What follows belongs to an exercise in optimizing a design on an open flow for small area, a short achievable clock period and few clock cycles per item; a production flow would make more cautious choices.
At most, simulation tests tie the RTL to the original design; equivalence was not proved.

==> run a <==
Design smlb_compositor, start of the top module:
module smlb_compositor #(
    parameter H = 64                       
) (
    input  wire        clk,
    input  wire        rst,                
    input  wire        in_valid,
    output wire        in_ready,
    input  wire [47:0] in_src,
    input  wire [47:0] in_row,
    input  wire        in_last,
    input  wire [15:0] in_hwy,
    input  wire [2:0]  in_shift,
    input  wire [7:0]  in_bright,
    input  wire        in_ck_en,
    input  wire [47:0] in_ck_key,
    input  wire [15:0] in_ck_first,
    input  wire [15:0] in_ck_last,
    output reg         out_valid,
    input  wire        out_ready,
    output reg  [47:0] out_row,
    output reg         out_last,
    output reg  [1:0]  out_status
);
    localparam [1:0] ST_OK = 2'd0, ST_SATURATED = 2'd1, ST_RANGE = 2'd2;
    reg  k_valid;
    reg  in_ready_q;
    wire adv = !k_valid;
    assign in_ready = in_ready_q;
    wire       in_range = (in_shift > 3'd4) || (in_hwy >= H);
    wire [5:0] hwy_lo   = in_hwy[5:0];
    wire       below    = (in_ck_first[15:6] != 10'd0) || (hwy_lo < in_ck_first[5:0]);
    wire       above    = (in_ck_last[15:6] == 10'd0) && (hwy_lo > in_ck_last[5:0]);
    wire       in_keyed = in_src == in_ck_key;
    wire       in_skip  = in_range || (in_bright == 8'd0) ||
  ...
==> module smlb_compositor, before the edit <==
module smlb_compositor #(
    parameter H = 64                       
) (
    input  wire        clk,
    input  wire        rst,                
    input  wire        in_valid,
    output wire        in_ready,
    input  wire [47:0] in_src,
    input  wire [47:0] in_row,
    input  wire        in_last,
    input  wire [15:0] in_hwy,
    input  wire [2:0]  in_shift,
    input  wire [7:0]  in_bright,
    input  wire        in_ck_en,
    input  wire [47:0] in_ck_key,
    input  wire [15:0] in_ck_first,
    input  wire [15:0] in_ck_last,
    output reg         out_valid,
    input  wire        out_ready,
    output reg  [47:0] out_row,
    output reg         out_last,
    output reg  [1:0]  out_status
);
    localparam [1:0] ST_OK = 2'd0, ST_SATURATED = 2'd1, ST_RANGE = 2'd2;
    reg  k_valid;
    reg  in_ready_q;
    wire adv = !k_valid;
    assign in_ready = in_ready_q;
    wire       in_range = (in_shift > 3'd4) || (in_hwy >= H);
    wire [5:0] hwy_lo   = in_hwy[5:0];
    wire       below    = (in_ck_first[15:6] != 10'd0) || (hwy_lo < in_ck_first[5:0]);
    wire       above    = (in_ck_last[15:6] == 10'd0) && (hwy_lo > in_ck_last[5:0]);
    wire       in_keyed = in_src == in_ck_key;
    wire       in_skip  = in_range || (in_bright == 8'd0) ||
                          (in_ck_en && (below || above || in_keyed));
    function [16:0] correct_raw;           
        input [15:0] v;
        input [2:0]  s;
        reg   [15:0] t;
        reg          c;
        begin
            if (s[2]) begin
                t = {v[11:0], 4'd0};
                c = v[15:12] != 4'd0;
            end else begin
                case (s[1:0])
                    2'd0: begin t = v;                c = 1'b0;              end
                    2'd1: begin t = {v[14:0], 1'd0};  c = v[15];             end
                    2'd2: begin t = {v[13:0], 2'd0};  c = v[15:14] != 2'd0;  end
                    default: begin t = {v[12:0], 3'd0}; c = v[15:13] != 3'd0; end
                endcase
            end
            correct_raw = {c, t};
        end
    endfunction
    wire [16:0] in_cr = correct_raw(in_src[47:32], in_shift);
    wire [16:0] in_cg = correct_raw(in_src[31:16], in_shift);
    wire [16:0] in_cb = correct_raw(in_src[15:0],  in_shift);
    reg        s1_valid;
    reg [47:0] s1_u, s1_row;               
    reg [2:0]  s1_clamp;                   
    reg [7:0]  s1_br;                      
    reg        s1_skip, s1_range, s1_last;
    always @(posedge clk) begin
        if (rst)
            s1_valid <= 1'b0;
        else if (adv)
            s1_valid <= in_valid;
    end
    always @(posedge clk) begin
        if (adv) begin
            s1_u      <= {in_cr[15:0], in_cg[15:0], in_cb[15:0]};
            s1_clamp  <= {in_cr[16], in_cg[16], in_cb[16]};
            s1_row    <= in_row;
            s1_br     <= in_skip ? 8'd0 : in_bright;
            s1_skip   <= in_skip;
            s1_range  <= in_range;
            s1_last   <= in_last;
        end
    end
    wire [7:0]  br_eff = s1_br;
    wire [47:0] s1_t = s1_u | {{16{s1_clamp[2]}}, {16{s1_clamp[1]}}, {16{s1_clamp[0]}}};
    wire [23:0] nr, ng, nb;
    smlb_numer u_nr (.o(s1_row[47:32]), .t(s1_t[47:32]), .br(br_eff), .n(nr));
    smlb_numer u_ng (.o(s1_row[31:16]), .t(s1_t[31:16]), .br(br_eff), .n(ng));
    smlb_numer u_nb (.o(s1_row[15:0]),  .t(s1_t[15:0]),  .br(br_eff), .n(nb));
    wire pix_sat = !s1_skip && (s1_clamp != 3'd0);
    reg row_sat;
    wire [1:0] status = s1_range             ? ST_RANGE :
                        (row_sat || pix_sat) ? ST_SATURATED : ST_OK;
    reg        s2_valid;
    reg [23:0] s2_nr, s2_ng, s2_nb;
    reg [1:0]  s2_status;
    reg        s2_last;
    always @(posedge clk) begin
        if (rst) begin
            s2_valid <= 1'b0;
            row_sat  <= 1'b0;
        end else if (adv) begin
            s2_valid <= s1_valid;
            if (s1_valid)
                row_sat <= s1_last ? 1'b0 : (row_sat || pix_sat);
        end
    end
    always @(posedge clk) begin
        if (adv) begin
            s2_nr     <= nr;
            s2_ng     <= ng;
            s2_nb     <= nb;
            s2_status <= s1_last ? status : ST_OK;
            s2_last   <= s1_last;
        end
    end
    wire [15:0] qr, qg, qb;
    smlb_div255 u_qr (.n(s2_nr), .q(qr));
    smlb_div255 u_qg (.n(s2_ng), .q(qg));
    smlb_div255 u_qb (.n(s2_nb), .q(qb));
    wire [50:0] res = {qr, qg, qb, s2_last, s2_status};
    reg  [50:0] k_data;
    wire        o_free = !out_valid || out_ready;
    always @(posedge clk) begin
        if (rst) begin
            out_valid <= 1'b0;
            k_valid   <= 1'b0;
        end else if (o_free) begin
            out_valid <= k_valid || s2_valid;
            k_valid   <= 1'b0;
        end else if (!k_valid) begin
            k_valid   <= s2_valid;
        end
    end
    always @(posedge clk) begin
        if (rst)
            in_ready_q <= 1'b1;
        else
            in_ready_q <= o_free || (!k_valid && !s2_valid);
    end
    always @(posedge clk) begin
        if (!k_valid)
            k_data <= res;
        if (o_free)
            {out_row, out_last, out_status} <= k_valid ? k_data : res;
    end
endmodule
==> module smlb_div255, before the edit <==
module smlb_div255 (
    input  wire [23:0] n,
    output wire [15:0] q
);
    wire [7:0] h1 = n[23:16], h0 = n[15:8], l = n[7:0];
    wire [9:0] s3 = {2'd0, h1} + {2'd0, h0} + {2'd0, l};
    wire       c1 = s3 >= 10'd255;
    wire       c2 = s3 >= 10'd510;
    wire [8:0] lo0 = {1'b0, h0} + {1'b0, h1};
    wire [8:0] lo  = lo0 + {7'd0, c2, c1 & ~c2};
    assign q = {lo[8] ? h1 + 8'd1 : h1, lo[7:0]};
endmodule
Settings: LEC_CHECK=0, CAP_MARGIN=20, CORE_MARGIN=2, CORE_UTILIZATION=55, CTS_BUF_LIST=sky130_fd_sc_hd__clkbuf_8, CTS_CLUSTER_DIAMETER=50, CTS_CLUSTER_SIZE=15, PLACE_DENSITY=0.7, SLEW_MARGIN=20; clock period 24.0 ns.
standard.sh (not shown) runs the stock make flow with config.mk's settings and CLKGATE_MAP_FILE= SYNTH_SCRIPT=/design/flow/synth_recipe.tcl, a recipe that flattens the netlist after the stock synthesis.
==> flow/flow/run.sh <==
#!/bin/bash
# The standard layout, with two changes: the ports get buf_1 buffers instead
# of the delay buffers buffer_ports picks by default, and the timing repair
# is asked to leave a setup margin, so that it works on the paths that set
# the achieved period. Each tool's log is in orfs/logs; make's output is in
# standard.log.
set -e
bash standard.sh SETUP_SLACK_MARGIN=18.0 "BUFFER_PORTS_ARGS=-buffer_cell sky130_fd_sc_hd__buf_1" finish > standard.log 2>&1
==> run b: changes against run a <==
--- a/flow/design.v
+++ b/flow/design.v
@@ -37,19 +37,11 @@
         input [15:0] v;
         input [2:0]  s;
-        reg   [15:0] t;
-        reg          c;
+        reg   [19:0] t;
         begin
-            if (s[2]) begin
-                t = {v[11:0], 4'd0};
-                c = v[15:12] != 4'd0;
-            end else begin
-                case (s[1:0])
-                    2'd0: begin t = v;                c = 1'b0;              end
-                    2'd1: begin t = {v[14:0], 1'd0};  c = v[15];             end
-                    2'd2: begin t = {v[13:0], 2'd0};  c = v[15:14] != 2'd0;  end
-                    default: begin t = {v[12:0], 3'd0}; c = v[15:13] != 3'd0; end
-                endcase
-            end
-            correct_raw = {c, t};
+            t = {4'd0, v} << s;
+            if (t[19:16] != 4'd0)
+                correct_raw = {1'b1, 16'hFFFF};
+            else
+                correct_raw = {1'b0, t[15:0]};
         end
     endfunction
@@ -58,8 +50,7 @@
     wire [16:0] in_cb = correct_raw(in_src[15:0],  in_shift);
     reg        s1_valid;
-    reg [47:0] s1_u, s1_row;               
-    reg [2:0]  s1_clamp;                   
-    reg [7:0]  s1_br;                      
-    reg        s1_skip, s1_range, s1_last;
+    reg [47:0] s1_t, s1_row;
+    reg [7:0]  s1_bright;
+    reg        s1_skip, s1_clamp, s1_range, s1_last;
     always @(posedge clk) begin
         if (rst)
@@ -70,20 +61,19 @@
     always @(posedge clk) begin
         if (adv) begin
-            s1_u      <= {in_cr[15:0], in_cg[15:0], in_cb[15:0]};
-            s1_clamp  <= {in_cr[16], in_cg[16], in_cb[16]};
+            s1_t      <= {in_cr[15:0], in_cg[15:0], in_cb[15:0]};
             s1_row    <= in_row;
-            s1_br     <= in_skip ? 8'd0 : in_bright;
+            s1_bright <= in_bright;
             s1_skip   <= in_skip;
+            s1_clamp  <= in_cr[16] || in_cg[16] || in_cb[16];
             s1_range  <= in_range;
             s1_last   <= in_last;
         end
     end
-    wire [7:0]  br_eff = s1_br;
-    wire [47:0] s1_t = s1_u | {{16{s1_clamp[2]}}, {16{s1_clamp[1]}}, {16{s1_clamp[0]}}};
+    wire [7:0]  br_eff = s1_skip ? 8'd0 : s1_bright;
     wire [23:0] nr, ng, nb;
     smlb_numer u_nr (.o(s1_row[47:32]), .t(s1_t[47:32]), .br(br_eff), .n(nr));
     smlb_numer u_ng (.o(s1_row[31:16]), .t(s1_t[31:16]), .br(br_eff), .n(ng));
     smlb_numer u_nb (.o(s1_row[15:0]),  .t(s1_t[15:0]),  .br(br_eff), .n(nb));
-    wire pix_sat = !s1_skip && (s1_clamp != 3'd0);
+    wire pix_sat = !s1_skip && s1_clamp;
     reg row_sat;
     wire [1:0] status = s1_range             ? ST_RANGE :
--- a/flow/flow/run.sh
+++ b/flow/flow/run.sh
@@ -6,3 +6,3 @@
 # standard.log.
 set -e
-bash standard.sh SETUP_SLACK_MARGIN=18.0 "BUFFER_PORTS_ARGS=-buffer_cell sky130_fd_sc_hd__buf_1" finish > standard.log 2>&1
+bash standard.sh SETUP_SLACK_MARGIN=17.7 "BUFFER_PORTS_ARGS=-buffer_cell sky130_fd_sc_hd__buf_1" finish > standard.log 2>&1
--- a/flow/config.mk
+++ b/flow/config.mk
@@ -8,8 +8,5 @@
 export CAP_MARGIN = 20
 export CORE_MARGIN = 2
-export CORE_UTILIZATION = 55
-export CTS_BUF_LIST = sky130_fd_sc_hd__clkbuf_8
-export CTS_CLUSTER_DIAMETER = 50
-export CTS_CLUSTER_SIZE = 15
-export PLACE_DENSITY = 0.7
+export CORE_UTILIZATION = 40
+export PLACE_DENSITY = 0.6
 export SLEW_MARGIN = 20
==> run c: changes against run a <==
--- a/flow/design.v
+++ b/flow/design.v
@@ -51,5 +51,5 @@
                 endcase
             end
-            correct_raw = {c, t};
+            correct_raw = c ? 17'h1FFFF : {1'b0, t};
         end
     endfunction
@@ -58,8 +58,7 @@
     wire [16:0] in_cb = correct_raw(in_src[15:0],  in_shift);
     reg        s1_valid;
-    reg [47:0] s1_u, s1_row;               
-    reg [2:0]  s1_clamp;                   
-    reg [7:0]  s1_br;                      
-    reg        s1_skip, s1_range, s1_last;
+    reg [47:0] s1_t, s1_row;
+    reg [7:0]  s1_bright;
+    reg        s1_skip, s1_clamp, s1_range, s1_last;
     always @(posedge clk) begin
         if (rst)
@@ -70,20 +69,19 @@
     always @(posedge clk) begin
         if (adv) begin
-            s1_u      <= {in_cr[15:0], in_cg[15:0], in_cb[15:0]};
-            s1_clamp  <= {in_cr[16], in_cg[16], in_cb[16]};
+            s1_t      <= {in_cr[15:0], in_cg[15:0], in_cb[15:0]};
             s1_row    <= in_row;
-            s1_br     <= in_skip ? 8'd0 : in_bright;
+            s1_bright <= in_bright;
             s1_skip   <= in_skip;
+            s1_clamp  <= in_cr[16] || in_cg[16] || in_cb[16];
             s1_range  <= in_range;
             s1_last   <= in_last;
         end
     end
-    wire [7:0]  br_eff = s1_br;
-    wire [47:0] s1_t = s1_u | {{16{s1_clamp[2]}}, {16{s1_clamp[1]}}, {16{s1_clamp[0]}}};
+    wire [7:0]  br_eff = s1_skip ? 8'd0 : s1_bright;
     wire [23:0] nr, ng, nb;
     smlb_numer u_nr (.o(s1_row[47:32]), .t(s1_t[47:32]), .br(br_eff), .n(nr));
     smlb_numer u_ng (.o(s1_row[31:16]), .t(s1_t[31:16]), .br(br_eff), .n(ng));
     smlb_numer u_nb (.o(s1_row[15:0]),  .t(s1_t[15:0]),  .br(br_eff), .n(nb));
-    wire pix_sat = !s1_skip && (s1_clamp != 3'd0);
+    wire pix_sat = !s1_skip && s1_clamp;
     reg row_sat;
     wire [1:0] status = s1_range             ? ST_RANGE :
--- a/flow/flow/run.sh
+++ b/flow/flow/run.sh
@@ -6,3 +6,3 @@
 # standard.log.
 set -e
-bash standard.sh SETUP_SLACK_MARGIN=18.0 "BUFFER_PORTS_ARGS=-buffer_cell sky130_fd_sc_hd__buf_1" finish > standard.log 2>&1
+bash standard.sh SETUP_SLACK_MARGIN=17.7 "BUFFER_PORTS_ARGS=-buffer_cell sky130_fd_sc_hd__buf_1" finish > standard.log 2>&1
--- a/flow/config.mk
+++ b/flow/config.mk
@@ -10,6 +10,6 @@
 export CORE_UTILIZATION = 55
 export CTS_BUF_LIST = sky130_fd_sc_hd__clkbuf_8
-export CTS_CLUSTER_DIAMETER = 50
-export CTS_CLUSTER_SIZE = 15
+export CTS_CLUSTER_DIAMETER = 60
+export CTS_CLUSTER_SIZE = 20
 export PLACE_DENSITY = 0.7
 export SLEW_MARGIN = 20
==> run d: changes against run a <==
--- a/flow/design.v
+++ b/flow/design.v
@@ -24,7 +24,6 @@
     localparam [1:0] ST_OK = 2'd0, ST_SATURATED = 2'd1, ST_RANGE = 2'd2;
     reg  k_valid;
-    reg  in_ready_q;
     wire adv = !k_valid;
-    assign in_ready = in_ready_q;
+    assign in_ready = adv;
     wire       in_range = (in_shift > 3'd4) || (in_hwy >= H);
     wire [5:0] hwy_lo   = in_hwy[5:0];
@@ -37,19 +36,11 @@
         input [15:0] v;
         input [2:0]  s;
-        reg   [15:0] t;
-        reg          c;
+        reg   [19:0] t;
         begin
-            if (s[2]) begin
-                t = {v[11:0], 4'd0};
-                c = v[15:12] != 4'd0;
-            end else begin
-                case (s[1:0])
-                    2'd0: begin t = v;                c = 1'b0;              end
-                    2'd1: begin t = {v[14:0], 1'd0};  c = v[15];             end
-                    2'd2: begin t = {v[13:0], 2'd0};  c = v[15:14] != 2'd0;  end
-                    default: begin t = {v[12:0], 3'd0}; c = v[15:13] != 3'd0; end
-                endcase
-            end
-            correct_raw = {c, t};
+            t = {4'd0, v} << s;
+            if (t[19:16] != 4'd0)
+                correct_raw = {1'b1, 16'hFFFF};
+            else
+                correct_raw = {1'b0, t[15:0]};
         end
     endfunction
@@ -58,8 +49,7 @@
     wire [16:0] in_cb = correct_raw(in_src[15:0],  in_shift);
     reg        s1_valid;
-    reg [47:0] s1_u, s1_row;               
-    reg [2:0]  s1_clamp;                   
-    reg [7:0]  s1_br;                      
-    reg        s1_skip, s1_range, s1_last;
+    reg [47:0] s1_t, s1_row;
+    reg [7:0]  s1_bright;
+    reg        s1_skip, s1_clamp, s1_range, s1_last;
     always @(posedge clk) begin
         if (rst)
@@ -70,20 +60,19 @@
     always @(posedge clk) begin
         if (adv) begin
-            s1_u      <= {in_cr[15:0], in_cg[15:0], in_cb[15:0]};
-            s1_clamp  <= {in_cr[16], in_cg[16], in_cb[16]};
+            s1_t      <= {in_cr[15:0], in_cg[15:0], in_cb[15:0]};
             s1_row    <= in_row;
-            s1_br     <= in_skip ? 8'd0 : in_bright;
+            s1_bright <= in_bright;
             s1_skip   <= in_skip;
+            s1_clamp  <= in_cr[16] || in_cg[16] || in_cb[16];
             s1_range  <= in_range;
             s1_last   <= in_last;
         end
     end
-    wire [7:0]  br_eff = s1_br;
-    wire [47:0] s1_t = s1_u | {{16{s1_clamp[2]}}, {16{s1_clamp[1]}}, {16{s1_clamp[0]}}};
+    wire [7:0]  br_eff = s1_skip ? 8'd0 : s1_bright;
     wire [23:0] nr, ng, nb;
     smlb_numer u_nr (.o(s1_row[47:32]), .t(s1_t[47:32]), .br(br_eff), .n(nr));
     smlb_numer u_ng (.o(s1_row[31:16]), .t(s1_t[31:16]), .br(br_eff), .n(ng));
     smlb_numer u_nb (.o(s1_row[15:0]),  .t(s1_t[15:0]),  .br(br_eff), .n(nb));
-    wire pix_sat = !s1_skip && (s1_clamp != 3'd0);
+    wire pix_sat = !s1_skip && s1_clamp;
     reg row_sat;
     wire [1:0] status = s1_range             ? ST_RANGE :
@@ -131,10 +120,4 @@
     end
     always @(posedge clk) begin
-        if (rst)
-            in_ready_q <= 1'b1;
-        else
-            in_ready_q <= o_free || (!k_valid && !s2_valid);
-    end
-    always @(posedge clk) begin
         if (!k_valid)
             k_data <= res;
@@ -147,11 +130,8 @@
     output wire [15:0] q
 );
-    wire [7:0] h1 = n[23:16], h0 = n[15:8], l = n[7:0];
-    wire [9:0] s3 = {2'd0, h1} + {2'd0, h0} + {2'd0, l};
-    wire       c1 = s3 >= 10'd255;
-    wire       c2 = s3 >= 10'd510;
-    wire [8:0] lo0 = {1'b0, h0} + {1'b0, h1};
-    wire [8:0] lo  = lo0 + {7'd0, c2, c1 & ~c2};
-    assign q = {lo[8] ? h1 + 8'd1 : h1, lo[7:0]};
+    wire [7:0]  a  = n[23:16];
+    wire [16:0] m1 = {1'b0, n[15:0]} + {9'd0, a} + 17'd1;
+    wire [9:0]  lo = {2'b0, m1[7:0]} + {1'b0, m1[16:8]};
+    assign q = {a, a} + {7'd0, m1[16:8]} + {15'd0, lo[8]};
 endmodule
 module smlb_numer (
==> flow/run.sh (new file) <==
#!/bin/bash
# synth_recipe.tcl (not shown) runs the flow's synth.tcl, then flattens the netlist and writes it again
# the make line also repeats each setting of config.mk as NAME=value (left out here)
make -C /OpenROAD-flow-scripts/flow DESIGN_CONFIG=/design/flow/config.mk WORK_HOME=/design/flow/orfs CLKGATE_MAP_FILE= SYNTH_SCRIPT=/design/flow/synth_recipe.tcl finish
--- a/flow/config.mk
+++ b/flow/config.mk
@@ -8,8 +8,5 @@
 export CAP_MARGIN = 20
 export CORE_MARGIN = 2
-export CORE_UTILIZATION = 55
-export CTS_BUF_LIST = sky130_fd_sc_hd__clkbuf_8
-export CTS_CLUSTER_DIAMETER = 50
-export CTS_CLUSTER_SIZE = 15
-export PLACE_DENSITY = 0.7
+export CORE_UTILIZATION = 40
+export PLACE_DENSITY = 0.6
 export SLEW_MARGIN = 20
removed: flow/flow/run.sh
removed: flow/standard.sh
==> impl_metrics.tcl <==
set metrics [dict create \
    ir_worst_vdd_uv 65.1 \
    well_tap_count 931 \
    status "complete, no violations" \
    multi_input_gates 1852 \
    p_sw_share_pct 43.2 \
    r2r-end "out_row[42]" \
    via_count 19712 \
    path_depth 2 \
]
The numbers above come from run d.

==> impl_metrics.tcl <==
set metrics [dict create \
    via_count 21267 \
    status "complete, no violations" \
    r2r-end "s2_ng[23]" \
    ir_worst_vdd_uv 88.8 \
    well_tap_count 664 \
]
The numbers above come from run a.

==> impl_metrics.tcl <==
set metrics [dict create \
    ir_worst_vdd_uv 74.9 \
    r2r-end "s2_nb[17]" \
    path_depth 7 \
    p_comb_share_pct 66.8 \
    min_period_ns 6.09 \
    status "complete, no violations" \
    yosysMostFrequentCell "mux2i_1" \
    via_count 18859 \
    well_tap_count 672 \
]
The numbers above come from run c.

==> impl_metrics.tcl <==
set metrics [dict create \
    via_count 19034 \
    ir_worst_vdd_uv 78.3 \
    p_sw_share_pct 44.2 \
    multi_input_gates 1783 \
    path_depth 8 \
    status "complete, no violations" \
    well_tap_count 931 \
]
The numbers above come from run b.

Testbench counts of run b, summed over its fixed seeds: cycles 12,312, items 12,288.
Testbench counts of run c, summed over its fixed seeds: cycles 12,312, items 12,288.
The RTL of run a and run d was laid out without a check of its function.

-- port drivers added, routing unchanged --
The results above use ideal ports. As a check the final layouts listed here were re-extracted and re-timed, cells and wires unchanged.
Step 1 assumes that a clkbuf_16 drives the clock port and a buf_2 every other input.
Step 2 also shifts input and output timing later by t, the mid clock arrival at the registers, as if the neighbouring blocks saw the same clock.
Three values: ideal, step 1, step 2; two values: the first two.
| run | t, ns | setup slack, ns | worst hold slack (ns) | slew at the worst register clock pin (ns) |
|---|---|---|---|---|
| run a | 0.656 | 17.956 / 17.960 / 17.320 | 0.464 / 0.464 / 0.464 | 0.09 / 0.09 |
| run b | 0.609 | 17.747 / 17.778 / 17.169 | 0.467 / 0.467 / 0.467 | 0.07 / 0.07 |
| run c | 0.694 | 17.914 / 17.932 / 17.242 | 0.477 / 0.477 / 0.477 | 0.12 / 0.12 |
| run d | 0.603 | 17.116 / 17.062 / 16.605 | 0.452 / 0.452 / 0.452 | 0.06 / 0.06 |
After both steps every run listed still meets setup and hold. For run c, which loses most, drivers alone change the setup slack by +0.018 ns; drivers and shift together by -0.672 ns.
